What follows belongs to an exercise in optimizing a design on an open flow for small area, a short achievable clock period and few clock cycles; a production flow would make more cautious choices.
At most, simulation tests tie the RTL to the original design; equivalence was not proved.
Power is estimated from default activity; no workload was simulated.

==> inputs of run P <==
==> flow/design.v <==
module dbc3_comp (
    input  wire        clk,
    input  wire        rst,
    input  wire        cfg_we,
    input  wire [5:0]  cfg_addr,
    input  wire [15:0] cfg_data,
    input  wire        start,
    output wire        ready,
    output reg         done,
    output reg  [1:0]  prio_oor,
    output wire        mem_req,
    output wire [2:0]  mem_layer,
    output wire [17:0] mem_addr,
    input  wire        mem_gnt,
    input  wire [7:0]  mem_rdata,
    output wire        fb_valid,
    input  wire        fb_ready,
    output wire [8:0]  fb_x,
    output wire [8:0]  fb_y,
    output wire [15:0] fb_data
);
    localparam RB = 3;                
    localparam NR = 5;                
    reg [8:0]  scroll     [0:15];    
    reg [15:0] pal_base   [0:7];
    reg [7:0]  pal_mask   [0:7];
    reg [7:0]  trans_pen  [0:7];
    reg [7:0]  trans_mask [0:7];
    reg [7:0]  layer_en;
    reg [4:0]  pri0, pri1;           
    reg        oor0, oor1;           
    reg [15:0] bg_color;
    reg [8:0]  fb_w_m1, fb_h_m1;
    always @(posedge clk) begin
        if (cfg_we) begin
            case (cfg_addr[5:3])
                3'd0, 3'd1: scroll[cfg_addr[3:0]] <= cfg_data[8:0];
                3'd2: pal_base[cfg_addr[2:0]]   <= cfg_data;
                3'd3: pal_mask[cfg_addr[2:0]]   <= cfg_data[7:0];
                3'd4: trans_pen[cfg_addr[2:0]]  <= cfg_data[7:0];
                3'd5: trans_mask[cfg_addr[2:0]] <= cfg_data[7:0];
                3'd6: begin
                    case (cfg_addr[2:0])
                        3'd0: layer_en  <= cfg_data[7:0];
                        3'd1: begin
                            oor0 <= cfg_data[7:0] > 8'd23;
                            pri0 <= (cfg_data[7:0] > 8'd23) ? 5'd0 : cfg_data[4:0];
                        end
                        3'd2: begin
                            oor1 <= cfg_data[7:0] > 8'd23;
                            pri1 <= (cfg_data[7:0] > 8'd23) ? 5'd0 : cfg_data[4:0];
                        end
                        3'd3: bg_color  <= cfg_data;
                        3'd4: fb_w_m1   <= cfg_data[8:0];
                        3'd5: fb_h_m1   <= cfg_data[8:0];
                        default: ;
                    endcase
                end
                default: ;
            endcase
        end
    end
    function [7:0] pri_row;       
        input [4:0] p;
        begin
            case (p)
                5'd0:  pri_row = {2'd3, 2'd2, 2'd1, 2'd0};
                5'd1:  pri_row = {2'd2, 2'd3, 2'd1, 2'd0};
                5'd2:  pri_row = {2'd3, 2'd1, 2'd2, 2'd0};
                5'd3:  pri_row = {2'd1, 2'd3, 2'd2, 2'd0};
                5'd4:  pri_row = {2'd2, 2'd1, 2'd3, 2'd0};
                5'd5:  pri_row = {2'd1, 2'd2, 2'd3, 2'd0};
                5'd6:  pri_row = {2'd3, 2'd2, 2'd0, 2'd1};
                5'd7:  pri_row = {2'd2, 2'd3, 2'd0, 2'd1};
                5'd8:  pri_row = {2'd3, 2'd0, 2'd2, 2'd1};
                5'd9:  pri_row = {2'd0, 2'd3, 2'd2, 2'd1};
                5'd10: pri_row = {2'd2, 2'd0, 2'd3, 2'd1};
                5'd11: pri_row = {2'd0, 2'd2, 2'd3, 2'd1};
                5'd12: pri_row = {2'd3, 2'd1, 2'd0, 2'd2};
                5'd13: pri_row = {2'd1, 2'd3, 2'd0, 2'd2};
                5'd14: pri_row = {2'd3, 2'd0, 2'd1, 2'd2};
                5'd15: pri_row = {2'd0, 2'd3, 2'd1, 2'd2};
                5'd16: pri_row = {2'd1, 2'd0, 2'd3, 2'd2};
                5'd17: pri_row = {2'd0, 2'd1, 2'd3, 2'd2};
                5'd18: pri_row = {2'd2, 2'd1, 2'd0, 2'd3};
                5'd19: pri_row = {2'd1, 2'd2, 2'd0, 2'd3};
                5'd20: pri_row = {2'd2, 2'd0, 2'd1, 2'd3};
                5'd21: pri_row = {2'd0, 2'd2, 2'd1, 2'd3};
                5'd22: pri_row = {2'd1, 2'd0, 2'd2, 2'd3};
                default: pri_row = {2'd0, 2'd1, 2'd2, 2'd3};
            endcase
        end
    endfunction
    reg        running;           
    reg        building;          
    reg        go;                
    reg        list_ok;           
    reg [3:0]  bpos;              
    reg        bf1, bf2;          
    reg [2:0]  bl;                
    reg        bv;                
    reg [3:0]  ncnt;              
    reg [2:0]  list [0:7];
    reg [8:0]  sx0, sy0;          
    assign ready = !running;
    wire       b_grp  = ~bpos[2];
    wire       b_en   = layer_en[bl] && bv;
    wire [7:0] b_row  = pri_row(b_grp ? pri1 : pri0);
    wire [1:0] b_sub  = b_row >> {bpos[1:0], 1'b0};
    wire [2:0] b_lay  = {b_grp, b_sub};
    wire [2:0] nm1    = ncnt[2:0] - 3'd1;
    wire       any_en = (ncnt != 4'd0);
    reg [8:0]    cx, cy;
    reg [RB-1:0] ctag;
    reg          call;            
    reg          vi, qi;          
    reg [8:0]    xi, yi;
    reg [RB-1:0] ti;
    reg [2:0]    ji, li, ni;      
    reg [17:0]   ai;
    reg          vd, qd, gd;
    reg [8:0]    xd, yd;
    reg [RB-1:0] td;
    reg [NR-1:0] tdh;             
    reg [7:0]    tmd, tpd;        
    reg [2:0]    jd, ld, nd;
    assign mem_req   = vi && qi;
    assign mem_layer = li;
    assign mem_addr  = ai;
    wire [8:0] ssx   = scroll[{nd[2], 1'b0, nd[1:0]}];
    wire [8:0] ssy   = scroll[{nd[2], 1'b1, nd[1:0]}];
    wire [17:0] cd   = {yd + ssy, xd + ssx};    
    reg [NR-1:0] fin;
    integer      k;
    reg [RB:0]   nfl;             
    reg [11:0]   rob [0:NR-1];
    reg [RB-1:0] otag;
    wire       vis   = ((mem_rdata & tmd) != tpd) && any_en;
    wire       last  = (jd == nm1) || !any_en;
    wire       dfin  = vd && qd && gd && (vis || last);
    wire       free  = !vd || dfin;
    wire       claim = free && go && !call && (nfl != NR);
    wire [2:0] jd2   = jd + 3'd2;
    reg        hv;                
    reg [11:0] h;
    reg        fbv;
    reg [15:0] fbd;
    reg [8:0]  ox, oy;
    assign fb_valid = fbv;
    assign fb_data  = fbd;
    assign fb_x     = ox;
    assign fb_y     = oy;
    wire [11:0] head  = rob[otag];
    wire        xfer  = fbv && fb_ready;
    wire        hgo   = hv && (!fbv || fb_ready);         
    wire        load  = running && fin[otag] && (!hv || hgo);    
    wire        lastp = (ox == fb_w_m1) && (oy == fb_h_m1);
    wire [RB:0] nfl_c = load ? nfl : nfl + 1'b1;
    wire [RB:0] nfl_n = load ? nfl - 1'b1 : nfl;
    always @(posedge clk) begin
        if (cfg_we)
            list_ok <= 1'b0;
        if (rst) begin
            running <= 1'b0;
            building <= 1'b0;
            bv      <= 1'b0;
            go      <= 1'b0;
            list_ok <= 1'b0;
            done    <= 1'b0;
            vi      <= 1'b0;
            vd      <= 1'b0;
            hv      <= 1'b0;
            fbv     <= 1'b0;
            nfl     <= {(RB+1){1'b0}};
            fin     <= {NR{1'b0}};
        end else begin
            done <= 1'b0;
            if (!running) begin
                if (start) begin
                    running  <= 1'b1;
                    prio_oor <= {oor1, oor0};
                    building <= !list_ok;
                    go       <= list_ok;
                    bpos     <= 4'd0;
                    if (!list_ok)
                        ncnt <= 4'd0;
                    cx       <= 9'd0;
                    cy       <= 9'd0;
                    ctag     <= {RB{1'b0}};
                    call     <= 1'b0;
                    otag     <= {RB{1'b0}};
                    ox       <= 9'd0;
                    oy       <= 9'd0;
                end
            end
            bl  <= b_lay;
            bv  <= building && !bpos[3];
            bf1 <= b_en && (ncnt == 4'd0);
            bf2 <= bf1;
            if (bf2) begin
                sx0 <= ssx;
                sy0 <= ssy;
            end
            if (b_en) begin
                list[ncnt[2:0]] <= bl;
                ncnt <= ncnt + 4'd1;
            end
            if (building) begin
                bpos <= bpos + 4'd1;
                if (bpos == 4'd10) begin
                    building <= 1'b0;
                    list_ok  <= 1'b1;
                    go       <= 1'b1;
                end
            end
            if (free)
                vi <= claim;
            else
                vi <= 1'b1;
            vd <= vi;
            if (dfin) begin
                for (k = 0; k < NR; k = k + 1)
                    if (tdh[k]) begin
                        rob[k] <= {vis, ld, mem_rdata};
                        fin[k] <= 1'b1;
                    end
            end
            if (claim) begin
                ctag <= (ctag == NR - 1) ? {RB{1'b0}} : ctag + 1'b1;
                if (cx == fb_w_m1) begin
                    cx <= 9'd0;
                    cy <= cy + 9'd1;
                    if (cy == fb_h_m1)
                        call <= 1'b1;
                end else begin
                    cx <= cx + 9'd1;
                end
            end
            if (xfer) begin
                if (ox == fb_w_m1) begin
                    ox <= 9'd0;
                    oy <= oy + 9'd1;
                end else begin
                    ox <= ox + 9'd1;
                end
            end
            if (load) begin
                hv <= 1'b1;
                h  <= head;
                fin[otag]  <= 1'b0;
                otag <= (otag == NR - 1) ? {RB{1'b0}} : otag + 1'b1;
            end else if (hgo) begin
                hv <= 1'b0;
            end
            if (hgo) begin
                fbv <= 1'b1;
                fbd <= h[11] ? ({8'd0, h[7:0] & pal_mask[h[10:8]]} | pal_base[h[10:8]])
                             : bg_color;
            end else if (xfer) begin
                fbv <= 1'b0;
            end
            nfl <= claim ? nfl_c : nfl_n;
            if (xfer && lastp) begin
                done    <= 1'b1;
                running <= 1'b0;
                go      <= 1'b0;
            end
        end
    end
    always @(posedge clk) begin
        gd <= mem_gnt;
        xd <= xi;
        yd <= yi;
        td <= ti;
        tdh <= {{(NR-1){1'b0}}, 1'b1} << ti;
        tmd <= trans_mask[li];
        tpd <= trans_pen[li];
        jd <= ji;
        ld <= li;
        nd <= ni;
        qd <= qi;
        if (free) begin
            qi <= 1'b1;
            xi <= cx;
            yi <= cy;
            ti <= ctag;
            ji <= 3'd0;
            li <= list[0];
            ni <= building ? bl : list[1];
            ai <= {cy + sy0, cx + sx0};
        end else if (gd || !qd) begin
            qi <= 1'b1;
            xi <= xd;
            yi <= yd;
            ti <= td;
            ji <= jd + 3'd1;
            li <= nd;
            ni <= list[jd2];
            ai <= cd;
        end else begin
            qi <= 1'b0;
            xi <= xd;
            yi <= yd;
            ti <= td;
            ji <= jd - 3'd1;
            li <= nd;
            ni <= ld;
            ai <= cd;
        end
    end
endmodule
==> flow/run.sh <==
#!/bin/bash
# synth_recipe.tcl (not shown) runs the flow's synth.tcl, then flattens the netlist and writes it again
# the make line also repeats each setting of config.mk as NAME=value (left out here)
make -C /OpenROAD-flow-scripts/flow DESIGN_CONFIG=/design/flow/config.mk WORK_HOME=/design/flow/orfs CLKGATE_MAP_FILE= SYNTH_SCRIPT=/design/flow/synth_recipe.tcl finish
==> flow/config.mk <==
export PLATFORM = sky130hd
export DESIGN_NAME = dbc3_comp
export DESIGN_NICKNAME = dbc3_comp
export VERILOG_FILES = /design/flow/design.v
export SDC_FILE = /design/flow/constraint.sdc
export NUM_CORES = 4
export LEC_CHECK = 0
export CAP_MARGIN = 20
export CORE_MARGIN = 2
export CORE_UTILIZATION = 50
export CTS_CLUSTER_DIAMETER = 80
export CTS_CLUSTER_SIZE = 20
export PLACE_DENSITY = 0.7
export SETUP_SLACK_MARGIN = 5.0
export SLEW_MARGIN = 20
==> flow/constraint.sdc <==
create_clock -name core_clock -period 8.0 [get_ports {clk}]
set_input_delay 1.6000 -clock core_clock [delete_from_list [all_inputs] [get_ports {clk}]]
set_output_delay 1.6000 -clock core_clock [all_outputs]
set_load 0.01 [all_outputs]
==> inputs of run Z, as changes to run P <==
--- a/flow/design.v
+++ b/flow/design.v
@@ -123,4 +123,2 @@
     reg [RB-1:0] td;
-    reg [NR-1:0] tdh;             
-    reg [7:0]    tmd, tpd;        
     reg [2:0]    jd, ld, nd;
@@ -133,3 +131,2 @@
     reg [NR-1:0] fin;
-    integer      k;
     reg [RB:0]   nfl;             
@@ -137,4 +134,4 @@
     reg [RB-1:0] otag;
-    wire       vis   = ((mem_rdata & tmd) != tpd) && any_en;
-    wire       last  = (jd == nm1) || !any_en;
+    wire       vis   = ((mem_rdata & trans_mask[ld]) != trans_pen[ld]) && any_en;
+    wire       last  = (jd == nm1);
     wire       dfin  = vd && qd && gd && (vis || last);
@@ -143,4 +140,2 @@
     wire [2:0] jd2   = jd + 3'd2;
-    reg        hv;                
-    reg [11:0] h;
     reg        fbv;
@@ -154,7 +149,4 @@
     wire        xfer  = fbv && fb_ready;
-    wire        hgo   = hv && (!fbv || fb_ready);         
-    wire        load  = running && fin[otag] && (!hv || hgo);    
+    wire        load  = running && fin[otag] && (!fbv || fb_ready);
     wire        lastp = (ox == fb_w_m1) && (oy == fb_h_m1);
-    wire [RB:0] nfl_c = load ? nfl : nfl + 1'b1;
-    wire [RB:0] nfl_n = load ? nfl - 1'b1 : nfl;
     always @(posedge clk) begin
@@ -171,3 +163,2 @@
             vd      <= 1'b0;
-            hv      <= 1'b0;
             fbv     <= 1'b0;
@@ -221,7 +212,4 @@
             if (dfin) begin
-                for (k = 0; k < NR; k = k + 1)
-                    if (tdh[k]) begin
-                        rob[k] <= {vis, ld, mem_rdata};
-                        fin[k] <= 1'b1;
-                    end
+                rob[td] <= {vis, ld, mem_rdata};
+                fin[td] <= 1'b1;
             end
@@ -247,13 +235,7 @@
             if (load) begin
-                hv <= 1'b1;
-                h  <= head;
+                fbv <= 1'b1;
+                fbd <= head[11] ? ({8'd0, head[7:0] & pal_mask[head[10:8]]} | pal_base[head[10:8]])
+                                : bg_color;
                 fin[otag]  <= 1'b0;
                 otag <= (otag == NR - 1) ? {RB{1'b0}} : otag + 1'b1;
-            end else if (hgo) begin
-                hv <= 1'b0;
-            end
-            if (hgo) begin
-                fbv <= 1'b1;
-                fbd <= h[11] ? ({8'd0, h[7:0] & pal_mask[h[10:8]]} | pal_base[h[10:8]])
-                             : bg_color;
             end else if (xfer) begin
@@ -261,3 +243,6 @@
             end
-            nfl <= claim ? nfl_c : nfl_n;
+            if (claim && !load)
+                nfl <= nfl + 1'b1;
+            else if (load && !claim)
+                nfl <= nfl - 1'b1;
             if (xfer && lastp) begin
@@ -274,5 +259,2 @@
         td <= ti;
-        tdh <= {{(NR-1){1'b0}}, 1'b1} << ti;
-        tmd <= trans_mask[li];
-        tpd <= trans_pen[li];
         jd <= ji;
CORE_UTILIZATION = 40   (was 50)
CTS_CLUSTER_DIAMETER = default   (was 80)
CTS_CLUSTER_SIZE = default   (was 20)
PLACE_DENSITY = 0.6   (was 0.7)
==> inputs of run R, as changes to run P <==
--- a/flow/design.v
+++ b/flow/design.v
@@ -22,3 +22,3 @@
     localparam RB = 3;                
-    localparam NR = 5;                
+    localparam NR = 6;                
     reg [8:0]  scroll     [0:15];    
@@ -143,4 +143,2 @@
     wire [2:0] jd2   = jd + 3'd2;
-    reg        hv;                
-    reg [11:0] h;
     reg        fbv;
@@ -154,4 +152,3 @@
     wire        xfer  = fbv && fb_ready;
-    wire        hgo   = hv && (!fbv || fb_ready);         
-    wire        load  = running && fin[otag] && (!hv || hgo);    
+    wire        load  = running && fin[otag] && (!fbv || fb_ready);
     wire        lastp = (ox == fb_w_m1) && (oy == fb_h_m1);
@@ -171,3 +168,2 @@
             vd      <= 1'b0;
-            hv      <= 1'b0;
             fbv     <= 1'b0;
@@ -247,13 +243,7 @@
             if (load) begin
-                hv <= 1'b1;
-                h  <= head;
+                fbv <= 1'b1;
+                fbd <= head[11] ? ({8'd0, head[7:0] & pal_mask[head[10:8]]} | pal_base[head[10:8]])
+                                : bg_color;
                 fin[otag]  <= 1'b0;
                 otag <= (otag == NR - 1) ? {RB{1'b0}} : otag + 1'b1;
-            end else if (hgo) begin
-                hv <= 1'b0;
-            end
-            if (hgo) begin
-                fbv <= 1'b1;
-                fbd <= h[11] ? ({8'd0, h[7:0] & pal_mask[h[10:8]]} | pal_base[h[10:8]])
-                             : bg_color;
             end else if (xfer) begin
CORE_UTILIZATION = 40   (was 50)
CTS_CLUSTER_DIAMETER = 90   (was 80)
CTS_CLUSTER_SIZE = 25   (was 20)
PLACE_DENSITY = 0.6   (was 0.7)
==> notes <==
- Run R finished clean. Run P went through all stages and came out clean. Run Z completed with no timing, DRC or antenna violations.
- Setup slack, highest first: run R, run P, run Z.
- Register-to-register slack, lowest first: run Z, run R, run P.
- Sequential power is about the same in run R and run P.
- Between run Z and run R, the lower flip-flop and latch count is in run Z (gap 32).
- Between run R and run Z, the lower area after synthesis is in run Z (gap about 3.2%, measured against run Z).
- Sequential share of layout area, highest first: run P, run R, run Z.
==> figures <==
| item | run Z | run R | run P |
|---|---|---|---|
| Result of the run | timing/DRC/antenna clean | timing/DRC/antenna clean | timing/DRC/antenna clean |
| Data required time at the worst endpoint | 8.56 ns | 8.35 ns | 8.27 ns |
| Number of non-filler instances in the completed layout | 3320 | 3462 | 3026 |
| Minimum period implied by the final worst setup slack | 4.337 ns | 3.120 ns | 3.157 ns |
| Footprint of the multi-input gates | 9663 um^2 | 10310 um^2 | 9594 um^2 |
| Number of distinct library cells after synthesis | 59 | 68 | 59 |
| Detailed-routed wire length on met2 | 37960 um | 42140 um | 34930 um |
| Proportion of synthesized area in mux cells | 10.63% | 9.210% | 11.70% |
| GR Util met1 | 24.65% | 25.62% | 31.38% |
| Post-placement setup slack | 2.698 ns | 3.342 ns | 2.881 ns |
| Post-synthesis simple-gate area fraction | 5.508% | 5.965% | 5.120% |
| Area of the die | 82410 um^2 | 85020 um^2 | 67800 um^2 |
| Peak supply drop | 0.0001758 V | 0.0001913 V | 0.0002030 V |
Testbench counts of run R, summed over its fixed seeds: cycles 80,464.
The RTL of run P and run Z was laid out without a check of its function.

[port drivers added, routing unchanged]
In the flow no input, the clock included, has a driving cell. The finished layouts below were timed again as built, in two steps.
Step 1 sets driving cells, clkbuf_16 on the clock port and buf_2 on the other inputs (assumed; they add their load-dependent delay and slew).
Step 2 moves the port delays by t, midway between the first and last clock arrival at a register: inputs arrive t later, outputs are due t later. That takes back most of the time a late clock gives input paths.
Three values: ideal, step 1, step 2; two values: the first two.
run | t, ns | slack for setup (ns) | worst hold slack (ns) | slew at the worst register clock pin (ns) | pins driven straight from the clock port
run P | 0.666 | 4.843 / 4.846 / 4.180 | 0.326 / 0.326 / 0.326 | 0.09 / 0.09 | 1
run Z | 0.692 | 3.663 / 3.663 / 3.057 | 0.320 / 0.320 / 0.320 | 0.06 / 0.06 | 1
run R | 0.669 | 4.880 / 4.880 / 4.324 | 0.328 / 0.328 / 0.328 | 0.10 / 0.10 | 1
After both steps every run listed still meets setup and hold. The setup slack of run P, which loses most, moves by +0.003 ns with the drivers and by -0.663 ns with both steps.
